This is an optimization exercise on Yosys and OpenROAD, whose aim is small area, a short achievable clock period and few clock cycles, not a production implementation.
The RTL was checked by simulation tests, not by an equivalence proof against the original design.

===== config.mk =====
export PLATFORM = sky130hd
export DESIGN_NAME = bsac_lag
export DESIGN_NICKNAME = bsac_lag
export VERILOG_FILES = /design/flow/design.v
export SDC_FILE = /design/flow/constraint.sdc
export NUM_CORES = 4
export LEC_CHECK = 0
export CAP_MARGIN = 20
export CORE_MARGIN = 2
export CORE_UTILIZATION = 40
export PLACE_DENSITY = 0.6
export SLEW_MARGIN = 20

===== constraint.sdc =====
create_clock -name core_clock -period 10.0 [get_ports {clk}]
set_input_delay 2.0000 -clock core_clock [delete_from_list [all_inputs] [get_ports {clk}]]
set_output_delay 2.0000 -clock core_clock [all_outputs]
set_load 0.01 [all_outputs]

===== design.v =====
module bsac_lag (
    input  wire        clk,
    input  wire        rst,
    input  wire        in_valid,
    output wire        in_ready,
    input  wire [31:0] in_data,
    input  wire [6:0]  in_min_period,
    output wire        out_valid,
    input  wire        out_ready,
    output wire [6:0]  out_lag,
    output wire [6:0]  out_best_lag,
    output wire [8:0]  out_best_value,
    output wire [8:0]  out_global_max,
    output wire        out_err
);
    localparam integer E   = 4;      
    localparam integer LE  = 2;     
    localparam integer LAT = 3;    
    localparam integer GAP = 2;        
    localparam [6:0]   LASTW = 7'd127 - E + 7'd1;
    reg        have;       
    reg [2:0]  beat;
    reg        busy;       
    reg        is_sw;      
    reg        is_gap;
    reg        is_st;      
    reg [1:0]  gapc;
    reg [LAT-1:0] tv;      
    reg        rv;         
    reg        hgo;        
    reg [1:0]  hs;         
    reg        ov;         
    localparam [1:0] H_IDLE = 2'd0, H_W1 = 2'd1, H_RUN = 2'd2, H_CHK = 2'd3;
    reg [255:0] pk;
    reg [255:0] sh;
    reg [6:0]   mp_ld;     
    reg [6:0]   mp;        
    reg [6:0]   ij;        
    reg [LAT-1:0] tm;      
    reg [6:0]   tj [0:LAT-1];
    wire        in_rdy  = !have && !is_sw && !is_gap && !is_st;
    wire        beat_ok = in_valid && in_rdy;
    wire [255:0] pk_nxt = beat_ok ? {pk[223:0], in_data} : pk;
    wire [6:0]  bl;
    wire        hact    = (hs != H_IDLE);
    wire        st_stop = hact && (ij >= bl);
    wire        iss_v   = is_sw || (is_st && !st_stop);
    wire [255:0] pkm;
    genvar gb;
    generate
        for (gb = 0; gb < 32; gb = gb + 1) begin : g_mask
            if (gb < 15) begin : g_m
                assign pkm[8*gb +: 8] = pk[8*gb +: 8] & {8{gb[3:0] >= ij[6:3]}};
            end else begin : g_n
                assign pkm[8*gb +: 8] = pk[8*gb +: 8];
            end
        end
    endgenerate
    wire [8:0] cv [0:E-1];
    genvar ge;
    generate
        for (ge = 0; ge < E; ge = ge + 1) begin : g_eng
            wire [255:0] she = sh << ge;
            bsac_popcnt u_pc (.clk(clk), .x(pkm ^ she), .c(cv[ge]));
        end
    endgenerate
    integer li;
    always @(posedge clk) begin
        tm[0] <= is_st;
        tj[0] <= ij;
        for (li = 1; li < LAT; li = li + 1) begin
            tm[li] <= tm[li-1];
            tj[li] <= tj[li-1];
        end
    end
    wire       c_v = tv[LAT-1];
    wire       c_m = tm[LAT-1];
    wire [6:0] c_j = tj[LAT-1];
    reg [8:0]  g;
    reg [8:0]  bv;
    reg [6:0]  blr;
    assign bl = blr;
    reg [9:0]  g34;            
    reg [127:0] pass;
    reg [7:0]  dl;             
    reg [8:0]  rmax, rmin;
    reg [LE:0] ridx;
    reg        rany;
    reg [6:0]  rj;
    reg [8:0]  wmax, wmin;
    reg [LE:0] widx;
    reg        wany;
    integer we;
    always @(*) begin
        wmax = cv[0];
        wmin = 9'h1ff;
        widx = 0;
        wany = 1'b0;
        for (we = 0; we < E; we = we + 1) begin
            if (cv[we] > wmax)
                wmax = cv[we];
            if ({1'b0, c_j} + we >= {1'b0, mp} && (!wany || cv[we] < wmin)) begin
                wmin = cv[we];
                widx = we;
                wany = 1'b1;
            end
        end
    end
    wire [E-1:0] pbit;
    generate
        for (ge = 0; ge < E; ge = ge + 1) begin : g_pass
            wire [10:0] c5 = {2'b0, cv[ge]} + {cv[ge], 2'b0};
            assign pbit[ge] = c5 <= {1'b0, g34};
        end
    endgenerate
    integer pw;
    always @(posedge clk) begin
        g34 <= ({1'b0, g} + {g, 1'b0}) >> 2;
        rmax <= wmax;
        rmin <= wmin;
        ridx <= widx;
        rany <= wany;
        rj   <= c_j;
        if (c_v && c_m) begin
            for (pw = 0; pw < 128 / E; pw = pw + 1)
                if (c_j[6:LE] == pw)
                    pass[pw*E +: E] <= pbit;
            dl <= {1'b0, c_j} + E;
        end
        if (is_sw && ij == 7'd0)
            dl <= 8'd0;
        if (rv) begin
            if (rj == 7'd0) begin
                g   <= rmax;
                bv  <= rany ? rmin : 9'h1ff;
                blr <= rj + ridx;
            end else begin
                if (rmax > g)
                    g <= rmax;
                if (rany && rmin < bv) begin
                    bv  <= rmin;
                    blr <= rj + ridx;
                end
            end
        end
    end
    reg [6:0]  d;          
    reg [6:0]  ed;         
    reg [6:0]  qq;         
    reg [6:0]  rr;         
    reg [6:0]  k;
    reg [6:0]  tgt;        
    reg [6:0]  racc;       
    reg [1:0]  hc;         
    reg [6:0]  rlag;
    reg        rerr;
    reg        ds_act;
    reg [6:0]  ds_d;
    function [7:0] dstep;   
        input [6:0] rem;
        input       nb;
        input [6:0] dd;
        reg   [7:0] rs;
        begin
            rs = {rem, nb};
            if (rs >= {1'b0, dd})
                dstep = {1'b1, 7'd0} | (rs - {1'b0, dd});
            else
                dstep = {1'b0, rs[6:0]};
        end
    endfunction
    reg        di_v, di_f;
    reg [6:0]  di_d;
    reg        a_v, a_f;
    reg [6:0]  a_d, a_r;
    reg [3:0]  a_q;
    reg        b_v, b_f;
    reg [6:0]  b_d, b_r;
    reg [5:0]  b_q;
    reg        dv_ov, dv_f;
    reg [6:0]  dv_dd, dv_r, dv_q;
    reg [7:0]  st6, st5, st4, st3, st2, st1, st0;
    always @(*) begin
        st6 = dstep(7'd0,       bl[6], di_d);
        st5 = dstep(st6[6:0],   bl[5], di_d);
        st4 = dstep(st5[6:0],   bl[4], di_d);
        st3 = dstep(st4[6:0],   bl[3], di_d);
        st2 = dstep(a_r,        bl[2], a_d);
        st1 = dstep(st2[6:0],   bl[1], a_d);
        st0 = dstep(b_r,        bl[0], b_d);
    end
    always @(posedge clk) begin
        a_f <= di_f;
        a_d <= di_d;
        a_r <= st3[6:0];
        a_q <= {st6[7], st5[7], st4[7], st3[7]};
        b_f <= a_f;
        b_d <= a_d;
        b_r <= st1[6:0];
        b_q <= {a_q, st2[7], st1[7]};
        dv_f  <= b_f;
        dv_dd <= b_d;
        dv_r  <= st0[6:0];
        dv_q  <= {b_q, st0[7]};
    end
    wire       covered  = {1'b0, tgt} < dl;
    wire       pok      = pass[tgt];
    wire       qcovered = {1'b0, dv_q} < dl;
    wire       qpok     = pass[dv_q];
    wire       qhit     = dv_ov && !dv_f && dv_dd == ed;
    wire [7:0] rsum     = {1'b0, racc} + {1'b0, rr};
    wire       rcy      = rsum >= {1'b0, d};
    reg        fin;
    reg [6:0]  fin_lag;
    always @(*) begin
        fin = 1'b0;
        fin_lag = bl;
        if (hgo && mp == 7'd0) begin
            fin = 1'b1;
            fin_lag = 7'd0;
        end
        case (hs)
        H_W1: if (dv_ov && dv_f && dv_q <= 7'd1) fin = 1'b1;
        H_RUN: if (qhit && qcovered && !qpok && ed == 7'd2) fin = 1'b1;
        H_CHK: if (covered) begin
            if (pok) begin
                if (k + 7'd1 == d) begin
                    fin = 1'b1;
                    fin_lag = qq;
                end
            end else if (d == 7'd2) begin
                fin = 1'b1;
            end
        end
        default: ;
        endcase
    end
    reg        ds_rs;
    reg [6:0]  ds_rd;
    always @(*) begin
        ds_rs = 1'b0;
        ds_rd = dv_q;
        case (hs)
        H_W1: if (dv_ov && dv_f) ds_rs = 1'b1;
        H_RUN: if (qhit && !(qcovered && !qpok)) begin
            ds_rs = 1'b1;
            ds_rd = ed - 7'd1;
        end
        H_CHK: if (covered && !pok && hc == 2'd3) begin
            ds_rs = 1'b1;
            ds_rd = d - 7'd1;
        end
        default: ;
        endcase
    end
    always @(posedge clk) begin
        di_f <= hgo;
        di_d <= hgo ? mp : ds_d;
        if (ds_rs)
            ds_d <= ds_rd;
        else if (ds_act)
            ds_d <= ds_d - 7'd1;
        case (hs)
        H_W1: if (dv_ov && dv_f) ed <= dv_q;
        H_RUN: if (qhit) begin
            if (qcovered && !qpok) begin
                ed <= ed - 7'd1;
            end else begin
                qq   <= dv_q;
                rr   <= dv_r;
                tgt  <= dv_q;
                racc <= dv_r;
                k    <= 7'd1;
                d    <= ed;
                hc   <= 2'd0;
            end
        end
        H_CHK: begin
            if (hc != 2'd3)
                hc <= hc + 2'd1;
            if (covered) begin
                if (pok) begin
                    k <= k + 7'd1;
                    if (rcy) begin
                        racc <= rsum[6:0] - d;
                        tgt  <= tgt + qq + 7'd1;
                    end else begin
                        racc <= rsum[6:0];
                        tgt  <= tgt + qq;
                    end
                end else begin
                    ed <= d - 7'd1;
                end
            end
        end
        default: ;
        endcase
        if (fin) begin
            rlag <= fin_lag;
            rerr <= (mp == 7'd0);
        end
        if (beat_ok && beat == 3'd7)
            mp_ld <= in_min_period;
    end
    wire start = have && !busy && !ov;
    always @(posedge clk) begin
        pk <= pk_nxt;
        if (iss_v)
            sh <= sh << E;
        else
            sh <= pk_nxt;
        if (start)
            mp <= mp_ld;
        if (start)
            ij <= 7'd0;
        else if (is_sw && ij == LASTW)
            ij <= 7'd0;
        else if (iss_v)
            ij <= ij + E;
    end
    always @(posedge clk) begin
        if (rst) begin
            have   <= 1'b0;
            beat   <= 3'd0;
            busy   <= 1'b0;
            is_sw  <= 1'b0;
            is_gap <= 1'b0;
            is_st  <= 1'b0;
            gapc   <= 2'd0;
            tv     <= {LAT{1'b0}};
            rv     <= 1'b0;
            hgo    <= 1'b0;
            hs     <= H_IDLE;
            ov     <= 1'b0;
            ds_act <= 1'b0;
            di_v   <= 1'b0;
            a_v    <= 1'b0;
            b_v    <= 1'b0;
            dv_ov  <= 1'b0;
        end else begin
            if (beat_ok) begin
                beat <= beat + 3'd1;
                if (beat == 3'd7)
                    have <= 1'b1;
            end
            if (start) begin
                have  <= 1'b0;
                busy  <= 1'b1;
                is_sw <= 1'b1;
            end
            if (is_sw && ij == LASTW) begin
                is_sw  <= 1'b0;
                is_gap <= 1'b1;
                gapc   <= 2'd0;
            end
            if (is_gap) begin
                gapc <= gapc + 2'd1;
                if (gapc == GAP - 1) begin
                    is_gap <= 1'b0;
                    is_st  <= 1'b1;
                end
            end
            if (is_st && (st_stop || ij == LASTW))
                is_st <= 1'b0;
            tv <= {tv[LAT-2:0], iss_v};
            rv  <= c_v && !c_m;
            hgo <= rv && rj == LASTW;
            di_v  <= (hgo && mp != 7'd0) || (ds_act && !ds_rs);
            a_v   <= di_v;
            b_v   <= a_v;
            dv_ov <= b_v;
            if (ds_rs)
                ds_act <= (ds_rd >= 7'd2);
            else if (ds_act && ds_d == 7'd2)
                ds_act <= 1'b0;
            if (hgo && !fin)
                hs <= H_W1;
            case (hs)
            H_W1: if (dv_ov && dv_f && !fin) hs <= H_RUN;
            H_RUN: if (qhit && !(qcovered && !qpok)) hs <= H_CHK;
            H_CHK: if (covered && !pok && !fin) hs <= H_RUN;
            default: ;
            endcase
            if (fin) begin
                hs     <= H_IDLE;
                ds_act <= 1'b0;
                busy  <= 1'b0;
                is_st <= 1'b0;
                ov    <= 1'b1;
            end
            if (ov && out_ready)
                ov <= 1'b0;
        end
    end
    assign in_ready       = in_rdy;
    assign out_valid      = ov;
    assign out_lag        = rlag;
    assign out_best_lag   = blr;
    assign out_best_value = bv;
    assign out_global_max = g;
    assign out_err        = rerr;
endmodule
module bsac_popcnt (input wire clk, input wire [255:0] x, output reg [8:0] c);
    wire s1;
    wire k2;
    wire s3;
    wire k4;
    wire s5;
    wire k6;
    wire s7;
    wire k8;
    wire s9;
    wire k10;
    wire s11;
    wire k12;
    wire s13;
    wire k14;
    wire s15;
    wire k16;
    wire s17;
    wire k18;
    wire s19;
    wire k20;
    wire s21;
    wire k22;
    wire s23;
    wire k24;
    wire s25;
    wire k26;
    wire s27;
    wire k28;
    wire s29;
    wire k30;
    wire s31;
    wire k32;
    wire s33;
    wire k34;
    wire s35;
    wire k36;
    wire s37;
    wire k38;
    wire s39;
    wire k40;
    wire s41;
    wire k42;
    wire s43;
    wire k44;
    wire s45;
    wire k46;
    wire s47;
    wire k48;
    wire s49;
    wire k50;
    wire s51;
    wire k52;
    wire s53;
    wire k54;
    wire s55;
    wire k56;
    wire s57;
    wire k58;
    wire s59;
    wire k60;
    wire s61;
    wire k62;
    wire s63;
    wire k64;
    wire s65;
    wire k66;
    wire s67;
    wire k68;
    wire s69;
    wire k70;
    wire s71;
    wire k72;
    wire s73;
    wire k74;
    wire s75;
    wire k76;
    wire s77;
    wire k78;
    wire s79;
    wire k80;
    wire s81;
    wire k82;
    wire s83;
    wire k84;
    wire s85;
    wire k86;
    wire s87;
    wire k88;
    wire s89;
    wire k90;
    wire s91;
    wire k92;
    wire s93;
    wire k94;
    wire s95;
    wire k96;
    wire s97;
    wire k98;
    wire s99;
    wire k100;
    wire s101;
    wire k102;
    wire s103;
    wire k104;
    wire s105;
    wire k106;
    wire s107;
    wire k108;
    wire s109;
    wire k110;
    wire s111;
    wire k112;
    wire s113;
    wire k114;
    wire s115;
    wire k116;
    wire s117;
    wire k118;
    wire s119;
    wire k120;
    wire s121;
    wire k122;
    wire s123;
    wire k124;
    wire s125;
    wire k126;
    wire s127;
    wire k128;
    wire s129;
    wire k130;
    wire s131;
    wire k132;
    wire s133;
    wire k134;
    wire s135;
    wire k136;
    wire s137;
    wire k138;
    wire s139;
    wire k140;
    wire s141;
    wire k142;
    wire s143;
    wire k144;
    wire s145;
    wire k146;
    wire s147;
    wire k148;
    wire s149;
    wire k150;
    wire s151;
    wire k152;
    wire s153;
    wire k154;
    wire s155;
    wire k156;
    wire s157;
    wire k158;
    wire s159;
    wire k160;
    wire s161;
    wire k162;
    wire s163;
    wire k164;
    wire s165;
    wire k166;
    wire s167;
    wire k168;
    wire s169;
    wire k170;
    wire s171;
    wire k172;
    wire s173;
    wire k174;
    wire s175;
    wire k176;
    wire s177;
    wire k178;
    wire s179;
    wire k180;
    wire s181;
    wire k182;
    wire s183;
    wire k184;
    wire s185;
    wire k186;
    wire s187;
    wire k188;
    wire s189;
    wire k190;
    wire s191;
    wire k192;
    wire s193;
    wire k194;
    wire s195;
    wire k196;
    wire s197;
    wire k198;
    wire s199;
    wire k200;
    wire s201;
    wire k202;
    wire s203;
    wire k204;
    wire s205;
    wire k206;
    wire s207;
    wire k208;
    wire s209;
    wire k210;
    wire s211;
    wire k212;
    wire s213;
    wire k214;
    wire s215;
    wire k216;
    wire s217;
    wire k218;
    wire s219;
    wire k220;
    wire s221;
    wire k222;
    wire s223;
    wire k224;
    wire s225;
    wire k226;
    wire s227;
    wire k228;
    wire s229;
    wire k230;
    wire s231;
    wire k232;
    wire s233;
    wire k234;
    wire s235;
    wire k236;
    wire s237;
    wire k238;
    wire s239;
    wire k240;
    wire s241;
    wire k242;
    wire s243;
    wire k244;
    wire s245;
    wire k246;
    wire s247;
    wire k248;
    wire s249;
    wire k250;
    wire s251;
    wire k252;
    wire s253;
    wire k254;
    wire s255;
    wire k256;
    wire s257;
    wire k258;
    wire s259;
    wire k260;
    wire s261;
    wire k262;
    wire s263;
    wire k264;
    wire s265;
    wire k266;
    wire s267;
    wire k268;
    wire s269;
    wire k270;
    wire s271;
    wire k272;
    wire s273;
    wire k274;
    wire s275;
    wire k276;
    wire s277;
    wire k278;
    wire s279;
    wire k280;
    wire s281;
    wire k282;
    wire s283;
    wire k284;
    wire s285;
    wire k286;
    wire s287;
    wire k288;
    wire s289;
    wire k290;
    wire s291;
    wire k292;
    wire s293;
    wire k294;
    wire s295;
    wire k296;
    wire s297;
    wire k298;
    wire s299;
    wire k300;
    wire s301;
    wire k302;
    wire s303;
    wire k304;
    wire s305;
    wire k306;
    wire s307;
    wire k308;
    wire s309;
    wire k310;
    wire s311;
    wire k312;
    wire s313;
    wire k314;
    wire s315;
    wire k316;
    wire s317;
    wire k318;
    wire s319;
    wire k320;
    wire s321;
    wire k322;
    wire s323;
    wire k324;
    wire s325;
    wire k326;
    wire s327;
    wire k328;
    wire s329;
    wire k330;
    wire s331;
    wire k332;
    wire s333;
    wire k334;
    wire s335;
    wire k336;
    wire s337;
    wire k338;
    wire s339;
    wire k340;
    wire s341;
    wire k342;
    wire s343;
    wire k344;
    wire s345;
    wire k346;
    wire s347;
    wire k348;
    wire s349;
    wire k350;
    wire s351;
    wire k352;
    wire s353;
    wire k354;
    wire s355;
    wire k356;
    wire s357;
    wire k358;
    wire s359;
    wire k360;
    wire s361;
    wire k362;
    wire s363;
    wire k364;
    wire s365;
    wire k366;
    wire s367;
    wire k368;
    wire s369;
    wire k370;
    wire s371;
    wire k372;
    wire s373;
    wire k374;
    wire s375;
    wire k376;
    wire s377;
    wire k378;
    wire s379;
    wire k380;
    wire s381;
    wire k382;
    wire s383;
    wire k384;
    wire s385;
    wire k386;
    wire s387;
    wire k388;
    wire s389;
    wire k390;
    wire s391;
    wire k392;
    wire s393;
    wire k394;
    wire s395;
    wire k396;
    wire s397;
    wire k398;
    wire s399;
    wire k400;
    wire s401;
    wire k402;
    wire s403;
    wire k404;
    wire s405;
    wire k406;
    wire s407;
    wire k408;
    wire s409;
    wire k410;
    wire s411;
    wire k412;
    reg r413;
    reg r414;
    reg r415;
    reg r416;
    reg r417;
    reg r418;
    reg r419;
    reg r420;
    reg r421;
    reg r422;
    reg r423;
    reg r424;
    reg r425;
    reg r426;
    reg r427;
    reg r428;
    reg r429;
    reg r430;
    reg r431;
    reg r432;
    reg r433;
    reg r434;
    reg r435;
    reg r436;
    reg r437;
    reg r438;
    reg r439;
    reg r440;
    reg r441;
    reg r442;
    reg r443;
    reg r444;
    reg r445;
    reg r446;
    reg r447;
    reg r448;
    reg r449;
    reg r450;
    reg r451;
    reg r452;
    reg r453;
    reg r454;
    reg r455;
    reg r456;
    reg r457;
    reg r458;
    reg r459;
    reg r460;
    reg r461;
    reg r462;
    reg r463;
    reg r464;
    reg r465;
    wire s466;
    wire k467;
    wire s468;
    wire k469;
    wire s470;
    wire k471;
    wire s472;
    wire k473;
    wire s474;
    wire k475;
    wire s476;
    wire k477;
    wire s478;
    wire k479;
    wire s480;
    wire k481;
    wire s482;
    wire k483;
    wire s484;
    wire k485;
    wire s486;
    wire k487;
    wire s488;
    wire k489;
    wire s490;
    wire k491;
    wire s492;
    wire k493;
    wire s494;
    wire k495;
    wire s496;
    wire k497;
    wire s498;
    wire k499;
    wire s500;
    wire k501;
    wire s502;
    wire k503;
    wire s504;
    wire k505;
    wire s506;
    wire k507;
    wire s508;
    wire k509;
    wire s510;
    wire k511;
    wire s512;
    wire k513;
    wire s514;
    wire k515;
    wire s516;
    wire k517;
    wire s518;
    wire k519;
    wire s520;
    wire k521;
    wire s522;
    wire k523;
    wire s524;
    wire k525;
    wire s526;
    wire k527;
    wire s528;
    wire k529;
    wire s530;
    wire k531;
    wire s532;
    wire k533;
    wire s534;
    wire k535;
    wire s536;
    wire k537;
    wire s538;
    wire k539;
    wire s540;
    wire k541;
    wire s542;
    wire k543;
    wire s544;
    wire k545;
    wire s546;
    wire k547;
    wire s548;
    wire k549;
    reg r550;
    reg r551;
    reg r552;
    reg r553;
    reg r554;
    reg r555;
    reg r556;
    reg r557;
    reg r558;
    reg r559;
    reg r560;
    reg r561;
    reg r562;
    reg r563;
    reg r564;
    reg r565;
    reg r566;
    wire s567;
    wire k568;
    wire s569;
    wire k570;
    wire s571;
    wire k572;
    assign {k2, s1} = {1'b0,x[0]} + {1'b0,x[1]} + {1'b0,x[2]};
    assign {k4, s3} = {1'b0,x[3]} + {1'b0,x[4]} + {1'b0,x[5]};
    assign {k6, s5} = {1'b0,x[6]} + {1'b0,x[7]} + {1'b0,x[8]};
    assign {k8, s7} = {1'b0,x[9]} + {1'b0,x[10]} + {1'b0,x[11]};
    assign {k10, s9} = {1'b0,x[12]} + {1'b0,x[13]} + {1'b0,x[14]};
    assign {k12, s11} = {1'b0,x[15]} + {1'b0,x[16]} + {1'b0,x[17]};
    assign {k14, s13} = {1'b0,x[18]} + {1'b0,x[19]} + {1'b0,x[20]};
    assign {k16, s15} = {1'b0,x[21]} + {1'b0,x[22]} + {1'b0,x[23]};
    assign {k18, s17} = {1'b0,x[24]} + {1'b0,x[25]} + {1'b0,x[26]};
    assign {k20, s19} = {1'b0,x[27]} + {1'b0,x[28]} + {1'b0,x[29]};
    assign {k22, s21} = {1'b0,x[30]} + {1'b0,x[31]} + {1'b0,x[32]};
    assign {k24, s23} = {1'b0,x[33]} + {1'b0,x[34]} + {1'b0,x[35]};
    assign {k26, s25} = {1'b0,x[36]} + {1'b0,x[37]} + {1'b0,x[38]};
    assign {k28, s27} = {1'b0,x[39]} + {1'b0,x[40]} + {1'b0,x[41]};
    assign {k30, s29} = {1'b0,x[42]} + {1'b0,x[43]} + {1'b0,x[44]};
    assign {k32, s31} = {1'b0,x[45]} + {1'b0,x[46]} + {1'b0,x[47]};
    assign {k34, s33} = {1'b0,x[48]} + {1'b0,x[49]} + {1'b0,x[50]};
    assign {k36, s35} = {1'b0,x[51]} + {1'b0,x[52]} + {1'b0,x[53]};
    assign {k38, s37} = {1'b0,x[54]} + {1'b0,x[55]} + {1'b0,x[56]};
    assign {k40, s39} = {1'b0,x[57]} + {1'b0,x[58]} + {1'b0,x[59]};
    assign {k42, s41} = {1'b0,x[60]} + {1'b0,x[61]} + {1'b0,x[62]};
    assign {k44, s43} = {1'b0,x[63]} + {1'b0,x[64]} + {1'b0,x[65]};
    assign {k46, s45} = {1'b0,x[66]} + {1'b0,x[67]} + {1'b0,x[68]};
    assign {k48, s47} = {1'b0,x[69]} + {1'b0,x[70]} + {1'b0,x[71]};
    assign {k50, s49} = {1'b0,x[72]} + {1'b0,x[73]} + {1'b0,x[74]};
    assign {k52, s51} = {1'b0,x[75]} + {1'b0,x[76]} + {1'b0,x[77]};
    assign {k54, s53} = {1'b0,x[78]} + {1'b0,x[79]} + {1'b0,x[80]};
    assign {k56, s55} = {1'b0,x[81]} + {1'b0,x[82]} + {1'b0,x[83]};
    assign {k58, s57} = {1'b0,x[84]} + {1'b0,x[85]} + {1'b0,x[86]};
    assign {k60, s59} = {1'b0,x[87]} + {1'b0,x[88]} + {1'b0,x[89]};
    assign {k62, s61} = {1'b0,x[90]} + {1'b0,x[91]} + {1'b0,x[92]};
    assign {k64, s63} = {1'b0,x[93]} + {1'b0,x[94]} + {1'b0,x[95]};
    assign {k66, s65} = {1'b0,x[96]} + {1'b0,x[97]} + {1'b0,x[98]};
    assign {k68, s67} = {1'b0,x[99]} + {1'b0,x[100]} + {1'b0,x[101]};
    assign {k70, s69} = {1'b0,x[102]} + {1'b0,x[103]} + {1'b0,x[104]};
    assign {k72, s71} = {1'b0,x[105]} + {1'b0,x[106]} + {1'b0,x[107]};
    assign {k74, s73} = {1'b0,x[108]} + {1'b0,x[109]} + {1'b0,x[110]};
    assign {k76, s75} = {1'b0,x[111]} + {1'b0,x[112]} + {1'b0,x[113]};
    assign {k78, s77} = {1'b0,x[114]} + {1'b0,x[115]} + {1'b0,x[116]};
    assign {k80, s79} = {1'b0,x[117]} + {1'b0,x[118]} + {1'b0,x[119]};
    assign {k82, s81} = {1'b0,x[120]} + {1'b0,x[121]} + {1'b0,x[122]};
    assign {k84, s83} = {1'b0,x[123]} + {1'b0,x[124]} + {1'b0,x[125]};
    assign {k86, s85} = {1'b0,x[126]} + {1'b0,x[127]} + {1'b0,x[128]};
    assign {k88, s87} = {1'b0,x[129]} + {1'b0,x[130]} + {1'b0,x[131]};
    assign {k90, s89} = {1'b0,x[132]} + {1'b0,x[133]} + {1'b0,x[134]};
    assign {k92, s91} = {1'b0,x[135]} + {1'b0,x[136]} + {1'b0,x[137]};
    assign {k94, s93} = {1'b0,x[138]} + {1'b0,x[139]} + {1'b0,x[140]};
    assign {k96, s95} = {1'b0,x[141]} + {1'b0,x[142]} + {1'b0,x[143]};
    assign {k98, s97} = {1'b0,x[144]} + {1'b0,x[145]} + {1'b0,x[146]};
    assign {k100, s99} = {1'b0,x[147]} + {1'b0,x[148]} + {1'b0,x[149]};
    assign {k102, s101} = {1'b0,x[150]} + {1'b0,x[151]} + {1'b0,x[152]};
    assign {k104, s103} = {1'b0,x[153]} + {1'b0,x[154]} + {1'b0,x[155]};
    assign {k106, s105} = {1'b0,x[156]} + {1'b0,x[157]} + {1'b0,x[158]};
    assign {k108, s107} = {1'b0,x[159]} + {1'b0,x[160]} + {1'b0,x[161]};
    assign {k110, s109} = {1'b0,x[162]} + {1'b0,x[163]} + {1'b0,x[164]};
    assign {k112, s111} = {1'b0,x[165]} + {1'b0,x[166]} + {1'b0,x[167]};
    assign {k114, s113} = {1'b0,x[168]} + {1'b0,x[169]} + {1'b0,x[170]};
    assign {k116, s115} = {1'b0,x[171]} + {1'b0,x[172]} + {1'b0,x[173]};
    assign {k118, s117} = {1'b0,x[174]} + {1'b0,x[175]} + {1'b0,x[176]};
    assign {k120, s119} = {1'b0,x[177]} + {1'b0,x[178]} + {1'b0,x[179]};
    assign {k122, s121} = {1'b0,x[180]} + {1'b0,x[181]} + {1'b0,x[182]};
    assign {k124, s123} = {1'b0,x[183]} + {1'b0,x[184]} + {1'b0,x[185]};
    assign {k126, s125} = {1'b0,x[186]} + {1'b0,x[187]} + {1'b0,x[188]};
    assign {k128, s127} = {1'b0,x[189]} + {1'b0,x[190]} + {1'b0,x[191]};
    assign {k130, s129} = {1'b0,x[192]} + {1'b0,x[193]} + {1'b0,x[194]};
    assign {k132, s131} = {1'b0,x[195]} + {1'b0,x[196]} + {1'b0,x[197]};
    assign {k134, s133} = {1'b0,x[198]} + {1'b0,x[199]} + {1'b0,x[200]};
    assign {k136, s135} = {1'b0,x[201]} + {1'b0,x[202]} + {1'b0,x[203]};
    assign {k138, s137} = {1'b0,x[204]} + {1'b0,x[205]} + {1'b0,x[206]};
    assign {k140, s139} = {1'b0,x[207]} + {1'b0,x[208]} + {1'b0,x[209]};
    assign {k142, s141} = {1'b0,x[210]} + {1'b0,x[211]} + {1'b0,x[212]};
    assign {k144, s143} = {1'b0,x[213]} + {1'b0,x[214]} + {1'b0,x[215]};
    assign {k146, s145} = {1'b0,x[216]} + {1'b0,x[217]} + {1'b0,x[218]};
    assign {k148, s147} = {1'b0,x[219]} + {1'b0,x[220]} + {1'b0,x[221]};
    assign {k150, s149} = {1'b0,x[222]} + {1'b0,x[223]} + {1'b0,x[224]};
    assign {k152, s151} = {1'b0,x[225]} + {1'b0,x[226]} + {1'b0,x[227]};
    assign {k154, s153} = {1'b0,x[228]} + {1'b0,x[229]} + {1'b0,x[230]};
    assign {k156, s155} = {1'b0,x[231]} + {1'b0,x[232]} + {1'b0,x[233]};
    assign {k158, s157} = {1'b0,x[234]} + {1'b0,x[235]} + {1'b0,x[236]};
    assign {k160, s159} = {1'b0,x[237]} + {1'b0,x[238]} + {1'b0,x[239]};
    assign {k162, s161} = {1'b0,x[240]} + {1'b0,x[241]} + {1'b0,x[242]};
    assign {k164, s163} = {1'b0,x[243]} + {1'b0,x[244]} + {1'b0,x[245]};
    assign {k166, s165} = {1'b0,x[246]} + {1'b0,x[247]} + {1'b0,x[248]};
    assign {k168, s167} = {1'b0,x[249]} + {1'b0,x[250]} + {1'b0,x[251]};
    assign {k170, s169} = {1'b0,x[252]} + {1'b0,x[253]} + {1'b0,x[254]};
    assign {k172, s171} = {1'b0,s1} + {1'b0,s3} + {1'b0,s5};
    assign {k174, s173} = {1'b0,s7} + {1'b0,s9} + {1'b0,s11};
    assign {k176, s175} = {1'b0,s13} + {1'b0,s15} + {1'b0,s17};
    assign {k178, s177} = {1'b0,s19} + {1'b0,s21} + {1'b0,s23};
    assign {k180, s179} = {1'b0,s25} + {1'b0,s27} + {1'b0,s29};
    assign {k182, s181} = {1'b0,s31} + {1'b0,s33} + {1'b0,s35};
    assign {k184, s183} = {1'b0,s37} + {1'b0,s39} + {1'b0,s41};
    assign {k186, s185} = {1'b0,s43} + {1'b0,s45} + {1'b0,s47};
    assign {k188, s187} = {1'b0,s49} + {1'b0,s51} + {1'b0,s53};
    assign {k190, s189} = {1'b0,s55} + {1'b0,s57} + {1'b0,s59};
    assign {k192, s191} = {1'b0,s61} + {1'b0,s63} + {1'b0,s65};
    assign {k194, s193} = {1'b0,s67} + {1'b0,s69} + {1'b0,s71};
    assign {k196, s195} = {1'b0,s73} + {1'b0,s75} + {1'b0,s77};
    assign {k198, s197} = {1'b0,s79} + {1'b0,s81} + {1'b0,s83};
    assign {k200, s199} = {1'b0,s85} + {1'b0,s87} + {1'b0,s89};
    assign {k202, s201} = {1'b0,s91} + {1'b0,s93} + {1'b0,s95};
    assign {k204, s203} = {1'b0,s97} + {1'b0,s99} + {1'b0,s101};
    assign {k206, s205} = {1'b0,s103} + {1'b0,s105} + {1'b0,s107};
    assign {k208, s207} = {1'b0,s109} + {1'b0,s111} + {1'b0,s113};
    assign {k210, s209} = {1'b0,s115} + {1'b0,s117} + {1'b0,s119};
    assign {k212, s211} = {1'b0,s121} + {1'b0,s123} + {1'b0,s125};
    assign {k214, s213} = {1'b0,s127} + {1'b0,s129} + {1'b0,s131};
    assign {k216, s215} = {1'b0,s133} + {1'b0,s135} + {1'b0,s137};
    assign {k218, s217} = {1'b0,s139} + {1'b0,s141} + {1'b0,s143};
    assign {k220, s219} = {1'b0,s145} + {1'b0,s147} + {1'b0,s149};
    assign {k222, s221} = {1'b0,s151} + {1'b0,s153} + {1'b0,s155};
    assign {k224, s223} = {1'b0,s157} + {1'b0,s159} + {1'b0,s161};
    assign {k226, s225} = {1'b0,s163} + {1'b0,s165} + {1'b0,s167};
    assign {k228, s227} = {1'b0,s169} + {1'b0,x[255]};
    assign {k230, s229} = {1'b0,k2} + {1'b0,k4} + {1'b0,k6};
    assign {k232, s231} = {1'b0,k8} + {1'b0,k10} + {1'b0,k12};
    assign {k234, s233} = {1'b0,k14} + {1'b0,k16} + {1'b0,k18};
    assign {k236, s235} = {1'b0,k20} + {1'b0,k22} + {1'b0,k24};
    assign {k238, s237} = {1'b0,k26} + {1'b0,k28} + {1'b0,k30};
    assign {k240, s239} = {1'b0,k32} + {1'b0,k34} + {1'b0,k36};
    assign {k242, s241} = {1'b0,k38} + {1'b0,k40} + {1'b0,k42};
    assign {k244, s243} = {1'b0,k44} + {1'b0,k46} + {1'b0,k48};
    assign {k246, s245} = {1'b0,k50} + {1'b0,k52} + {1'b0,k54};
    assign {k248, s247} = {1'b0,k56} + {1'b0,k58} + {1'b0,k60};
    assign {k250, s249} = {1'b0,k62} + {1'b0,k64} + {1'b0,k66};
    assign {k252, s251} = {1'b0,k68} + {1'b0,k70} + {1'b0,k72};
    assign {k254, s253} = {1'b0,k74} + {1'b0,k76} + {1'b0,k78};
    assign {k256, s255} = {1'b0,k80} + {1'b0,k82} + {1'b0,k84};
    assign {k258, s257} = {1'b0,k86} + {1'b0,k88} + {1'b0,k90};
    assign {k260, s259} = {1'b0,k92} + {1'b0,k94} + {1'b0,k96};
    assign {k262, s261} = {1'b0,k98} + {1'b0,k100} + {1'b0,k102};
    assign {k264, s263} = {1'b0,k104} + {1'b0,k106} + {1'b0,k108};
    assign {k266, s265} = {1'b0,k110} + {1'b0,k112} + {1'b0,k114};
    assign {k268, s267} = {1'b0,k116} + {1'b0,k118} + {1'b0,k120};
    assign {k270, s269} = {1'b0,k122} + {1'b0,k124} + {1'b0,k126};
    assign {k272, s271} = {1'b0,k128} + {1'b0,k130} + {1'b0,k132};
    assign {k274, s273} = {1'b0,k134} + {1'b0,k136} + {1'b0,k138};
    assign {k276, s275} = {1'b0,k140} + {1'b0,k142} + {1'b0,k144};
    assign {k278, s277} = {1'b0,k146} + {1'b0,k148} + {1'b0,k150};
    assign {k280, s279} = {1'b0,k152} + {1'b0,k154} + {1'b0,k156};
    assign {k282, s281} = {1'b0,k158} + {1'b0,k160} + {1'b0,k162};
    assign {k284, s283} = {1'b0,k164} + {1'b0,k166} + {1'b0,k168};
    assign {k286, s285} = {1'b0,s171} + {1'b0,s173} + {1'b0,s175};
    assign {k288, s287} = {1'b0,s177} + {1'b0,s179} + {1'b0,s181};
    assign {k290, s289} = {1'b0,s183} + {1'b0,s185} + {1'b0,s187};
    assign {k292, s291} = {1'b0,s189} + {1'b0,s191} + {1'b0,s193};
    assign {k294, s293} = {1'b0,s195} + {1'b0,s197} + {1'b0,s199};
    assign {k296, s295} = {1'b0,s201} + {1'b0,s203} + {1'b0,s205};
    assign {k298, s297} = {1'b0,s207} + {1'b0,s209} + {1'b0,s211};
    assign {k300, s299} = {1'b0,s213} + {1'b0,s215} + {1'b0,s217};
    assign {k302, s301} = {1'b0,s219} + {1'b0,s221} + {1'b0,s223};
    assign {k304, s303} = {1'b0,s225} + {1'b0,s227};
    assign {k306, s305} = {1'b0,k172} + {1'b0,k174} + {1'b0,k176};
    assign {k308, s307} = {1'b0,k178} + {1'b0,k180} + {1'b0,k182};
    assign {k310, s309} = {1'b0,k184} + {1'b0,k186} + {1'b0,k188};
    assign {k312, s311} = {1'b0,k190} + {1'b0,k192} + {1'b0,k194};
    assign {k314, s313} = {1'b0,k196} + {1'b0,k198} + {1'b0,k200};
    assign {k316, s315} = {1'b0,k202} + {1'b0,k204} + {1'b0,k206};
    assign {k318, s317} = {1'b0,k208} + {1'b0,k210} + {1'b0,k212};
    assign {k320, s319} = {1'b0,k214} + {1'b0,k216} + {1'b0,k218};
    assign {k322, s321} = {1'b0,k220} + {1'b0,k222} + {1'b0,k224};
    assign {k324, s323} = {1'b0,k226} + {1'b0,k228} + {1'b0,s229};
    assign {k326, s325} = {1'b0,s231} + {1'b0,s233} + {1'b0,s235};
    assign {k328, s327} = {1'b0,s237} + {1'b0,s239} + {1'b0,s241};
    assign {k330, s329} = {1'b0,s243} + {1'b0,s245} + {1'b0,s247};
    assign {k332, s331} = {1'b0,s249} + {1'b0,s251} + {1'b0,s253};
    assign {k334, s333} = {1'b0,s255} + {1'b0,s257} + {1'b0,s259};
    assign {k336, s335} = {1'b0,s261} + {1'b0,s263} + {1'b0,s265};
    assign {k338, s337} = {1'b0,s267} + {1'b0,s269} + {1'b0,s271};
    assign {k340, s339} = {1'b0,s273} + {1'b0,s275} + {1'b0,s277};
    assign {k342, s341} = {1'b0,s279} + {1'b0,s281} + {1'b0,s283};
    assign {k344, s343} = {1'b0,k230} + {1'b0,k232} + {1'b0,k234};
    assign {k346, s345} = {1'b0,k236} + {1'b0,k238} + {1'b0,k240};
    assign {k348, s347} = {1'b0,k242} + {1'b0,k244} + {1'b0,k246};
    assign {k350, s349} = {1'b0,k248} + {1'b0,k250} + {1'b0,k252};
    assign {k352, s351} = {1'b0,k254} + {1'b0,k256} + {1'b0,k258};
    assign {k354, s353} = {1'b0,k260} + {1'b0,k262} + {1'b0,k264};
    assign {k356, s355} = {1'b0,k266} + {1'b0,k268} + {1'b0,k270};
    assign {k358, s357} = {1'b0,k272} + {1'b0,k274} + {1'b0,k276};
    assign {k360, s359} = {1'b0,k278} + {1'b0,k280} + {1'b0,k282};
    assign {k362, s361} = {1'b0,s285} + {1'b0,s287} + {1'b0,s289};
    assign {k364, s363} = {1'b0,s291} + {1'b0,s293} + {1'b0,s295};
    assign {k366, s365} = {1'b0,s297} + {1'b0,s299} + {1'b0,s301};
    assign {k368, s367} = {1'b0,k286} + {1'b0,k288} + {1'b0,k290};
    assign {k370, s369} = {1'b0,k292} + {1'b0,k294} + {1'b0,k296};
    assign {k372, s371} = {1'b0,k298} + {1'b0,k300} + {1'b0,k302};
    assign {k374, s373} = {1'b0,k304} + {1'b0,s305} + {1'b0,s307};
    assign {k376, s375} = {1'b0,s309} + {1'b0,s311} + {1'b0,s313};
    assign {k378, s377} = {1'b0,s315} + {1'b0,s317} + {1'b0,s319};
    assign {k380, s379} = {1'b0,s321} + {1'b0,s323} + {1'b0,s325};
    assign {k382, s381} = {1'b0,s327} + {1'b0,s329} + {1'b0,s331};
    assign {k384, s383} = {1'b0,s333} + {1'b0,s335} + {1'b0,s337};
    assign {k386, s385} = {1'b0,s339} + {1'b0,s341} + {1'b0,k170};
    assign {k388, s387} = {1'b0,k306} + {1'b0,k308} + {1'b0,k310};
    assign {k390, s389} = {1'b0,k312} + {1'b0,k314} + {1'b0,k316};
    assign {k392, s391} = {1'b0,k318} + {1'b0,k320} + {1'b0,k322};
    assign {k394, s393} = {1'b0,k324} + {1'b0,k326} + {1'b0,k328};
    assign {k396, s395} = {1'b0,k330} + {1'b0,k332} + {1'b0,k334};
    assign {k398, s397} = {1'b0,k336} + {1'b0,k338} + {1'b0,k340};
    assign {k400, s399} = {1'b0,k342} + {1'b0,s343} + {1'b0,s345};
    assign {k402, s401} = {1'b0,s347} + {1'b0,s349} + {1'b0,s351};
    assign {k404, s403} = {1'b0,s353} + {1'b0,s355} + {1'b0,s357};
    assign {k406, s405} = {1'b0,s359} + {1'b0,k284};
    assign {k408, s407} = {1'b0,k344} + {1'b0,k346} + {1'b0,k348};
    assign {k410, s409} = {1'b0,k350} + {1'b0,k352} + {1'b0,k354};
    assign {k412, s411} = {1'b0,k356} + {1'b0,k358} + {1'b0,k360};
    assign {k467, s466} = {1'b0,r413} + {1'b0,r414} + {1'b0,r415};
    assign {k469, s468} = {1'b0,r417} + {1'b0,r418} + {1'b0,r419};
    assign {k471, s470} = {1'b0,r420} + {1'b0,r421} + {1'b0,r422};
    assign {k473, s472} = {1'b0,r423} + {1'b0,r424} + {1'b0,r425};
    assign {k475, s474} = {1'b0,r426} + {1'b0,r427} + {1'b0,r428};
    assign {k477, s476} = {1'b0,r430} + {1'b0,r431} + {1'b0,r432};
    assign {k479, s478} = {1'b0,r433} + {1'b0,r434} + {1'b0,r435};
    assign {k481, s480} = {1'b0,r436} + {1'b0,r437} + {1'b0,r438};
    assign {k483, s482} = {1'b0,r439} + {1'b0,r440} + {1'b0,r441};
    assign {k485, s484} = {1'b0,r442} + {1'b0,r443} + {1'b0,r444};
    assign {k487, s486} = {1'b0,r445} + {1'b0,r446} + {1'b0,r447};
    assign {k489, s488} = {1'b0,r448} + {1'b0,r449};
    assign {k491, s490} = {1'b0,r450} + {1'b0,r451} + {1'b0,r452};
    assign {k493, s492} = {1'b0,r453} + {1'b0,r454} + {1'b0,r455};
    assign {k495, s494} = {1'b0,r456} + {1'b0,r457} + {1'b0,r458};
    assign {k497, s496} = {1'b0,r459} + {1'b0,r460} + {1'b0,r461};
    assign {k499, s498} = {1'b0,r463} + {1'b0,r464} + {1'b0,r465};
    assign {k501, s500} = {1'b0,k467} + {1'b0,s468} + {1'b0,s470};
    assign {k503, s502} = {1'b0,s472} + {1'b0,s474} + {1'b0,r429};
    assign {k505, s504} = {1'b0,k469} + {1'b0,k471} + {1'b0,k473};
    assign {k507, s506} = {1'b0,k475} + {1'b0,s476} + {1'b0,s478};
    assign {k509, s508} = {1'b0,s480} + {1'b0,s482} + {1'b0,s484};
    assign {k511, s510} = {1'b0,s486} + {1'b0,s488};
    assign {k513, s512} = {1'b0,k477} + {1'b0,k479} + {1'b0,k481};
    assign {k515, s514} = {1'b0,k483} + {1'b0,k485} + {1'b0,k487};
    assign {k517, s516} = {1'b0,k489} + {1'b0,s490} + {1'b0,s492};
    assign {k519, s518} = {1'b0,s494} + {1'b0,s496} + {1'b0,r462};
    assign {k521, s520} = {1'b0,k491} + {1'b0,k493} + {1'b0,k495};
    assign {k523, s522} = {1'b0,k497} + {1'b0,s498};
    assign {k525, s524} = {1'b0,k501} + {1'b0,k503} + {1'b0,s504};
    assign {k527, s526} = {1'b0,s506} + {1'b0,s508} + {1'b0,s510};
    assign {k529, s528} = {1'b0,k505} + {1'b0,k507} + {1'b0,k509};
    assign {k531, s530} = {1'b0,k511} + {1'b0,s512} + {1'b0,s514};
    assign {k533, s532} = {1'b0,s516} + {1'b0,s518};
    assign {k535, s534} = {1'b0,k513} + {1'b0,k515} + {1'b0,k517};
    assign {k537, s536} = {1'b0,k519} + {1'b0,s520} + {1'b0,s522};
    assign {k539, s538} = {1'b0,k521} + {1'b0,k523} + {1'b0,k499};
    assign {k541, s540} = {1'b0,k525} + {1'b0,k527} + {1'b0,s528};
    assign {k543, s542} = {1'b0,s530} + {1'b0,s532};
    assign {k545, s544} = {1'b0,k529} + {1'b0,k531} + {1'b0,k533};
    assign {k547, s546} = {1'b0,s534} + {1'b0,s536};
    assign {k549, s548} = {1'b0,k535} + {1'b0,k537} + {1'b0,s538};
    assign {k568, s567} = {1'b0,r558} + {1'b0,r559} + {1'b0,r560};
    assign {k570, s569} = {1'b0,r562} + {1'b0,r563} + {1'b0,r564};
    assign {k572, s571} = {1'b0,k570} + {1'b0,r565} + {1'b0,r566};
    always @(posedge clk) begin
        r413 <= s361;
        r414 <= s363;
        r415 <= s365;
        r416 <= s303;
        r417 <= k362;
        r418 <= k364;
        r419 <= k366;
        r420 <= s367;
        r421 <= s369;
        r422 <= s371;
        r423 <= s373;
        r424 <= s375;
        r425 <= s377;
        r426 <= s379;
        r427 <= s381;
        r428 <= s383;
        r429 <= s385;
        r430 <= k368;
        r431 <= k370;
        r432 <= k372;
        r433 <= k374;
        r434 <= k376;
        r435 <= k378;
        r436 <= k380;
        r437 <= k382;
        r438 <= k384;
        r439 <= k386;
        r440 <= s387;
        r441 <= s389;
        r442 <= s391;
        r443 <= s393;
        r444 <= s395;
        r445 <= s397;
        r446 <= s399;
        r447 <= s401;
        r448 <= s403;
        r449 <= s405;
        r450 <= k388;
        r451 <= k390;
        r452 <= k392;
        r453 <= k394;
        r454 <= k396;
        r455 <= k398;
        r456 <= k400;
        r457 <= k402;
        r458 <= k404;
        r459 <= k406;
        r460 <= s407;
        r461 <= s409;
        r462 <= s411;
        r463 <= k408;
        r464 <= k410;
        r465 <= k412;
        r550 <= s466;
        r551 <= r416;
        r552 <= s500;
        r553 <= s502;
        r554 <= s524;
        r555 <= s526;
        r556 <= s540;
        r557 <= s542;
        r558 <= k541;
        r559 <= k543;
        r560 <= s544;
        r561 <= s546;
        r562 <= k545;
        r563 <= k547;
        r564 <= s548;
        r565 <= k549;
        r566 <= k539;
    end
    wire [8:0] ra = {1'b0, k572, s571, k568, s567, r556, r554, r552, r550};
    wire [8:0] rb = {1'b0, 1'b0, 1'b0, s569, r561, r557, r555, r553, r551};
    always @(posedge clk) c <= ra + rb;
endmodule

===== run.sh =====
#!/bin/bash
# synth_recipe.tcl (not shown) runs the flow's synth.tcl, then flattens the netlist and writes it again
# the make line also repeats each setting of config.mk as NAME=value (left out here)
make -C /OpenROAD-flow-scripts/flow DESIGN_CONFIG=/design/flow/config.mk WORK_HOME=/design/flow/orfs CLKGATE_MAP_FILE= SYNTH_SCRIPT=/design/flow/synth_recipe.tcl finish

==> results of run 1 <==
registers in the layout, summed over array words and instances (netlist names), 8 cells and up:
name and flops:
tj 15, rmin 9, bv 9, pk 256, rmax 9, g 9
sh 256, g_eng.u_pc.c 36, pass 128, g34 8
area by class of cell:
| cell class | instances | area (sq um) |
|---|---|---|
| repair buffers | 120 | 1110 |
| flip-flops and latches | 1217 | 26700 |
| clock inverters | 69 | 946 |
| well taps | 2656 | 3320 |
| fillers | 18700 | 112000 |
| multi-input cells | 5276 | 48200 |
| inverters | 801 | 3010 |
| clock buffers | 187 | 4010 |
| diodes | 1 | 2.50 |
worst max-delay path by stage:
stage / from / end / cells past startpoint
after CTS: di_d[2] / a_r[2] / 30
final: di_d[2] / a_r[2] / 30
after detailed placement: di_d[2] / a_r[2] / 30
after global routing: di_d[2] / a_r[2] / 30
after floorplan: di_d[2] / a_r[2] / 30
after global placement: di_d[2] / a_r[2] / 30
worst max-delay path: cells and delay by family, from the launching register on:
family                     cells  cell delay (ps)
AOI/OAI and AO/OA             18             4330
and+or+nand+nor                7             1510
adders and majority gates      3             1260
DFF                            1              320
muxes                          2              740
cells in the final DEF (no fill, tap or decap), types with 74 or more instances in the layout:
master	Yosys	final
clkdlybuf4s50_1	0	77
o21ai_0	74	74
ha_1	303	303
edfxtp_1	233	233
dfxtp_1	984	983
mux2i_1	90	90
nor2_1	134	133
fa_1	986	986
a21oi_1	130	129
inv_1	800	800
xor2_1	457	457
clkbuf_16	0	145
xnor2_1	697	697
nand2_1	1750	1749
metal layers:
layer / vias up / wire [um] / part of all wire, %
li1: 23600 / - / -
met1: 25900 / 98000 / 43
met2: 1402 / 111000 / 48
met3: 348 / 11800 / 5.1
met4: 0 / 9180 / 4.0
met5: - / 0 / 0
cell families (layout without fill, tap and decap cells):
kind of cell / count (synthesis) / in the layout / synth area share, %
buf+inv: 1379 / 1177 / 6.52
fa+ha+maj: 1289 / 1289 / 29.4
simple gates: 2192 / 2192 / 11.3
compound gates: 472 / 472 / 3.95
flops: 1217 / 1217 / 33.3
mux: 169 / 169 / 2.91
xor+xnor: 1154 / 1154 / 12.6
other cells: 0 / 1 / 0
metrics by stage:
| stage | cells | worst slack (ps) | cell area, sq um | hold WS [ps] |
|---|---|---|---|---|
| 6_report | 10300 | 1710 | 87300 | 311 |
| 3_5_place_dp | 10100 | 1660 | 82300 | 313 |
| 4_1_cts | 10300 | 1650 | 87300 | 316 |
| 3_3_place_gp | 10100 | 1710 | 82300 | 311 |
| 2_1_floorplan | 7872 | 2640 | 80100 | 310 |
| 5_1_grt | 10300 | 946 | 87300 | 317 |
==> impl_metrics.json, run 1 <==
{
  "ant_nets": 0,
  "initial_core_util_pct": 40.2,
  "nets": 8889,
  "grt.total_usage_pct": 22.7,
  "grt_pass1_wl_um": 347000,
  "drtIter0Drc": 3740,
  "r2r_slack_ps": 1710,
  "cts.sinks": 1217,
  "ctsResizeCount": 0,
  "slew_violations": 0,
  "period_needed_ps": 8290,
  "fp.dieH_um": 451,
  "finalClockSkew_ps": 43.2,
  "ys_warn_count": 4,
  "use_met1_pct": 30.0,
  "synthMostInstantiatedCell": "nand2_1",
  "slowest_delay_ps": 550,
  "maxCapViolCount": 0,
  "use_met2_pct": 38.1,
  "ys_ff_latch": 1217,
  "cts_tree": "built",
  "port-buffer-count": 77,
  "wl_um": 230000,
  "crit_path_top_delay_cell": "or4_4",
  "synth_top_area_share_pct": 24.7,
  "vias": 51300,
  "final_util_pct": 43.8,
  "antenna_found_initial": 5,
  "grtUsageMet3_pct": 2.91,
  "die_x_um": 451,
  "yosys-top-cells-area": "fa_1 (25%), dfxtp_1 (25%), edfxtp_1 (8.7%)",
  "synth_edf_count": 233,
  "num_io_pins": 78,
  "min_from": "g_eng[0].u_pc.r416",
  "area_growth_syn_to_layout_pct": 9.04,
  "worstSetupPathType": "flip-flop to flip-flop",
  "drt-pass1-iter-count": 6,
  "cts-buffers-inserted": 141,
  "place_congestion": 0.943,
  "cts_buffer_depth": 3,
  "reg2regPathDepth": 30,
  "critPathCaptureType": "flip-flop",
  "relSlewSlack_pct": 25.8,
  "grt-ovfl-total": 0,
  "synth.distinct_cells": 85,
  "min_delay_path_depth": 0,
  "fp.dieArea_sq_um": 204000,
  "post_drt_wl_per_cell_um": 22.3,
  "async_flop_share_pct": 0,
  "syn_area_sq_um": 80100,
  "cts_setup_buffers": 0,
  "worstReg2RegEnd": "a_r[2]",
  "synth_top_area_cell": "fa_1",
  "worst_path_most_repeated_cell": "a21oi_1",
  "tightest_slew_ps": 1110,
  "ys_seq_area_share_pct": 33.3,
  "ys.flop_type": "dfxtp_1",
  "outcome": "finished clean",
  "grt_busiest_layer": "met2",
  "synthTopCellsByCount": "nand2_1 (1750), fa_1 (986), dfxtp_1 (984), inv_1 (800), xnor2_1 (697)",
  "min_to": "g_eng[0].u_pc.r551",
  "cts-root-buf": "clkbuf_16",
  "core_sq_um": 199000,
  "cp_max_fo": 9,
  "viasPerCell": 4.96,
  "worstPathArrival_ps": 8980,
  "cp-start-kind": "flip-flop",
  "finalSetupViolCount": 0,
  "rsz0062_at_grt": "false",
  "timing.rr.start": "di_d[2]",
  "finalHoldViolCount": 0,
  "final.setup.tns_ps": 0,
  "grt_max_degree": 148,
  "rows": 164,
  "htree_levels": 4,
  "cts.clk_slew.worst_paths_ps": 60,
  "drive_gt1_share_pct": 5.29,
  "hp-class": "flip-flop to flip-flop",
  "cts_hold_buf": 0,
  "synth.net_count": 9204,
  "drc": 0,
  "syn_area_per_cell_sq_um": 10.2,
  "max_freq_ghz": 0.121,
  "grt_pass1_vias": 54100,
  "finalCritPeriodShare_pct": 82.9,
  "clock_latency_ps": 810,
  "crit_required_ps": 10690,
  "syn-instance-count": 7872,
  "dp_hpwl_um": 187000
}
Testbench counts, summed over its fixed seeds: cycles 8,754.
==> inputs of run 2 (changes only) <==
--- a/design.v
+++ b/design.v
@@ -31,6 +31,7 @@
     reg [1:0]  hs;         
     reg        ov;         
     localparam [1:0] H_IDLE = 2'd0, H_W1 = 2'd1, H_RUN = 2'd2, H_CHK = 2'd3;
+    reg [255:0] nb;        
     reg [255:0] pk;
     reg [255:0] sh;
     reg [6:0]   mp_ld;     
@@ -38,9 +39,8 @@
     reg [6:0]   ij;        
     reg [LAT-1:0] tm;      
     reg [6:0]   tj [0:LAT-1];
-    wire        in_rdy  = !have && !is_sw && !is_gap && !is_st;
+    wire        in_rdy  = !have;
     wire        beat_ok = in_valid && in_rdy;
-    wire [255:0] pk_nxt = beat_ok ? {pk[223:0], in_data} : pk;
     wire [6:0]  bl;
     wire        hact    = (hs != H_IDLE);
     wire        st_stop = hact && (ij >= bl);
@@ -127,7 +127,7 @@
                     pass[pw*E +: E] <= pbit;
             dl <= {1'b0, c_j} + E;
         end
-        if (is_sw && ij == 7'd0)
+        if (is_gap)
             dl <= 8'd0;
         if (rv) begin
             if (rj == 7'd0) begin
@@ -169,8 +169,8 @@
                 dstep = {1'b0, rs[6:0]};
         end
     endfunction
-    reg        di_v, di_f;
-    reg [6:0]  di_d;
+    wire       di_v, di_f;
+    wire [6:0] di_d;
     reg        a_v, a_f;
     reg [6:0]  a_d, a_r;
     reg [3:0]  a_q;
@@ -235,6 +235,9 @@
         default: ;
         endcase
     end
+    assign di_f = hgo;
+    assign di_d = hgo ? mp : ds_d;
+    assign di_v = (hgo && mp != 7'd0) || (ds_act && !ds_rs);
     reg        ds_rs;
     reg [6:0]  ds_rd;
     always @(*) begin
@@ -254,8 +257,6 @@
         endcase
     end
     always @(posedge clk) begin
-        di_f <= hgo;
-        di_d <= hgo ? mp : ds_d;
         if (ds_rs)
             ds_d <= ds_rd;
         else if (ds_act)
@@ -302,13 +303,29 @@
         if (beat_ok && beat == 3'd7)
             mp_ld <= in_min_period;
     end
-    wire start = have && !busy && !ov;
+    reg        pre;        
+    reg        dn;         
+    reg [6:0]  o_lag, o_bl;
+    reg [8:0]  o_bv, o_g;
+    reg        o_err;
+    wire copy  = dn && !ov;
+    wire start = have && !busy && (!dn || !ov);
     always @(posedge clk) begin
-        pk <= pk_nxt;
+        if (beat_ok)
+            nb <= {nb[223:0], in_data};
+        if (start)
+            pk <= nb;
         if (iss_v)
             sh <= sh << E;
         else
-            sh <= pk_nxt;
+            sh <= pk;
+        if (copy) begin
+            o_lag <= rlag;
+            o_err <= rerr;
+            o_bl  <= blr;
+            o_bv  <= bv;
+            o_g   <= g;
+        end
         if (start)
             mp <= mp_ld;
         if (start)
@@ -333,7 +350,8 @@
             hs     <= H_IDLE;
             ov     <= 1'b0;
             ds_act <= 1'b0;
-            di_v   <= 1'b0;
+            pre    <= 1'b0;
+            dn     <= 1'b0;
             a_v    <= 1'b0;
             b_v    <= 1'b0;
             dv_ov  <= 1'b0;
@@ -343,11 +361,13 @@
                 if (beat == 3'd7)
                     have <= 1'b1;
             end
+            pre <= start;
             if (start) begin
                 have  <= 1'b0;
                 busy  <= 1'b1;
-                is_sw <= 1'b1;
             end
+            if (pre)
+                is_sw <= 1'b1;
             if (is_sw && ij == LASTW) begin
                 is_sw  <= 1'b0;
                 is_gap <= 1'b1;
@@ -365,7 +385,6 @@
             tv <= {tv[LAT-2:0], iss_v};
             rv  <= c_v && !c_m;
             hgo <= rv && rj == LASTW;
-            di_v  <= (hgo && mp != 7'd0) || (ds_act && !ds_rs);
             a_v   <= di_v;
             b_v   <= a_v;
             dv_ov <= b_v;
@@ -386,19 +405,23 @@
                 ds_act <= 1'b0;
                 busy  <= 1'b0;
                 is_st <= 1'b0;
-                ov    <= 1'b1;
+                dn    <= 1'b1;
             end
             if (ov && out_ready)
                 ov <= 1'b0;
+            if (copy) begin
+                dn <= 1'b0;
+                ov <= 1'b1;
+            end
         end
     end
     assign in_ready       = in_rdy;
     assign out_valid      = ov;
-    assign out_lag        = rlag;
-    assign out_best_lag   = blr;
-    assign out_best_value = bv;
-    assign out_global_max = g;
-    assign out_err        = rerr;
+    assign out_lag        = o_lag;
+    assign out_best_lag   = o_bl;
+    assign out_best_value = o_bv;
+    assign out_global_max = o_g;
+    assign out_err        = o_err;
 endmodule
 module bsac_popcnt (input wire clk, input wire [255:0] x, output reg [8:0] c);
     wire s1;
--- a/config.mk
+++ b/config.mk
@@ -9,4 +9,5 @@
 export CORE_MARGIN = 2
 export CORE_UTILIZATION = 40
 export PLACE_DENSITY = 0.6
+export SETUP_SLACK_MARGIN = 5
 export SLEW_MARGIN = 20
==> run 2 against run 1 <==
  * Sequential share of layout area increased by 8.1 points
  * Critical path type unchanged
  * Utilization increased by 1.2 points
  * First-iteration DRC count decreased by 8.2%
  * Worst hold slack got worse by 5.4 ps
  * Highest routed layer unchanged
==> impl_metrics.json, run 2 <==
{
  "cts.clk_slew.worst_paths_ps": 70,
  "area_growth_syn_to_layout_pct": 11.5,
  "largestRegisters": "nb x256, pk x256, sh x256",
  "synth.distinct_cells": 79,
  "fp.dieH_um": 472,
  "slew_violations": 0,
  "grt_pass1_vias": 51400,
  "htree_levels": 4,
  "finalHoldViolCount": 0,
  "grt_max_degree": 165,
  "num_io_pins": 78,
  "finalCritPeriodShare_pct": 66.2,
  "worstSetupPathType": "flip-flop to flip-flop",
  "synth_top_area_cell": "edfxtp_1",
  "relSlewSlack_pct": 11.5,
  "clock_latency_ps": 830,
  "tightest_slew_ps": 1330,
  "synth-adder-area-share_pct": 26.8,
  "syn_area_sq_um": 87800,
  "maxCapViolCount": 0,
  "nets": 7966,
  "synth.net_count": 8112,
  "grt_pass1_wl_um": 348000,
  "synthTopCellsByCount": "fa_1 (986), inv_1 (782), edfxtp_1 (778), xnor2_1 (732), dfxtp_1 (721)",
  "fp.dieArea_sq_um": 223000,
  "worst_path_most_repeated_cell": "o21a_1",
  "drtIter0Drc": 3433,
  "outcome": "finished clean",
  "wl_um": 235000,
  "synth_top_area_share_pct": 26.6,
  "synthXorXnorAreaFrac_pct": 11.5,
  "drive_gt1_share_pct": 12.8,
  "grt-ovfl-total": 0,
  "layout_commonest_cell": "fa_1",
  "syn_area_per_cell_sq_um": 12.9,
  "cts_buffer_depth": 3,
  "crit_path_top_delay_cell": "o31a_4",
  "worstPathArrival_ps": 7250,
  "place_congestion": 0.905,
  "crit_required_ps": 10620,
  "ys.flop_type": "edfxtp_1",
  "ant_nets": 0,
  "syn-instance-count": 6781,
  "hp-class": "flip-flop to flip-flop",
  "holdWs_ps": 306,
  "finalSetupViolCount": 0,
  "antenna_found_initial": 8,
  "finalClockSkew_ps": 68.3,
  "period_needed_ps": 6620,
  "viasPerCell": 4.95,
  "initial_core_util_pct": 40.3,
  "synth_compound_area_share_pct": 3.59,
  "async_flop_share_pct": 0,
  "cts_tree": "built",
  "dp_hpwl_um": 187000,
  "cts_hold_buf": 0,
  "ys_ff_latch": 1499,
  "port-buffer-count": 77,
  "synthMostInstantiatedCell": "fa_1",
  "vias": 47700,
  "synth_top_family_by_area": "adder cells",
  "rsz0062_at_grt": "true",
  "synth_edf_count": 778,
  "ys_warn_count": 4,
  "yosys-top-cells-area": "edfxtp_1 (27%), fa_1 (22%), dfxtp_1 (16%)",
  "yosys.area_share.simple_pct": 3.65,
  "core_sq_um": 218000,
  "max_freq_ghz": 0.151,
  "cts-root-buf": "clkbuf_16",
  "final.setup.tns_ps": 0,
  "mostFrequentLayoutCells": "fa_1 (983), edfxtp_1 (778), inv_1 (775), xnor2_1 (732), dfxtp_1 (711)",
  "post_drt_wl_per_cell_um": 24.4,
  "cts-buffers-inserted": 167,
  "cp-start-kind": "flip-flop",
  "rows": 171,
  "cts.sinks": 1499,
  "synth.area.mux_share_pct": 5.82,
  "drc": 0,
  "drt-pass1-iter-count": 6,
  "ys_seq_area_share_pct": 43.1,
  "cp_max_fo": 7,
  "critPathCaptureType": "flip-flop",
  "grt.total_usage_pct": 21.3,
  "die_x_um": 472,
  "slowest_delay_ps": 390
}
## run 2: worst paths after layout
path | startpoint | to | slack (ps) | cells after the start
setup / recovery | g_eng[1].u_pc.c[1] | rmax[7] | 3380 | 34
hold / removal | tj[1][4] | tj[2][4] | 310 | 0
setup reg to reg | g_eng[1].u_pc.c[1] | rmax[7] | 3380 | 34
hold reg to reg | tj[1][4] | tj[2][4] | 310 | 0
## run 2: per-stage QoR
stage	util (%)	setup WS (ps)	instances	instance area [sq um]
floorplan	-	3430	6781	88200
global placement	41.7	1980	9234	90800
detailed placement	41.7	1960	9234	90800
CTS	44.9	3400	9618	97600
global route	45.0	3060	9636	97900
finish	45.0	3380	9637	97900
## run 2: final cells by class
class	instances	area, sq um
Multi-Input combinational cell	3990	45800
Clock buffer	223	4740
Clock inverter	92	1230
Sequential cell	1499	37800
Antenna cell	2	5.00
Fill cell	19400	120000
Inverter	784	2950
Tap cell	2854	3570
Timing Repair Buffer	193	1750
## run 2: critical path: cells and delay by family, from the launching register on
kind	cells	cell delay [ps]
buf+inv	3	410
fa+ha+maj	3	650
mux	2	530
simple gates	4	630
compound gates	22	3850
flops	1	360
## run 2: routing by layer
metal  part of all wire (%)  GRT usage, %
met4                    2.7          5.69
met5                      0             0
met1                     44          29.1
met3                    4.6          2.83
met2                     48          35.6
## run 2: what timing repair did
action                     in CTS  in global routing
setup endpoints to repair      44                 40
pin swaps                      26                 24
gates cloned                    1                  0
setup buffers                  68                 17
gates resized for setup        77                 25
## run 2: kinds of logic (layout without fill, tap and decap cells)
family | Yosys count | after routing
DFF | 1499 | 1499
buffers and inverters | 1293 | 1292
adders and majority gates | 1288 | 1288
xor gates and xnor gates | 1150 | 1150
and+or+nand+nor | 665 | 666
AOI/OAI and AO/OA | 472 | 472
muxes | 414 | 414
other | 0 | 2
Testbench counts of run 2, summed over its fixed seeds: cycles 7,793.

## afterwards: timing with drivers on the ports
How much do the figures lean on ideal ports? The routed layouts below were timed once more, with nothing changed but the port constraints.
Step 1 sets driving cells, clkbuf_16 on the clock port and buf_2 on the other inputs (assumed; they add their load-dependent delay and slew).
Step 2 adds t to the input delays and takes it off the output delays; t is the mean of the earliest and latest rising clock arrival at the registers after step 1. Input paths then give back, and output paths get back, about the clock's delay inside the block.
Three values: ideal ports, drivers, drivers and shift; two values: the first two.
run | t, ns | setup WS [ns] | latest minus earliest clock arrival (ns)
run 1 | 0.875 | 1.713 / 1.713 / 1.713 | 0.046 / 0.045
run 2 | 0.883 | 3.377 / 3.377 / 3.377 | 0.076 / 0.076
After both steps every run listed still meets setup and hold.
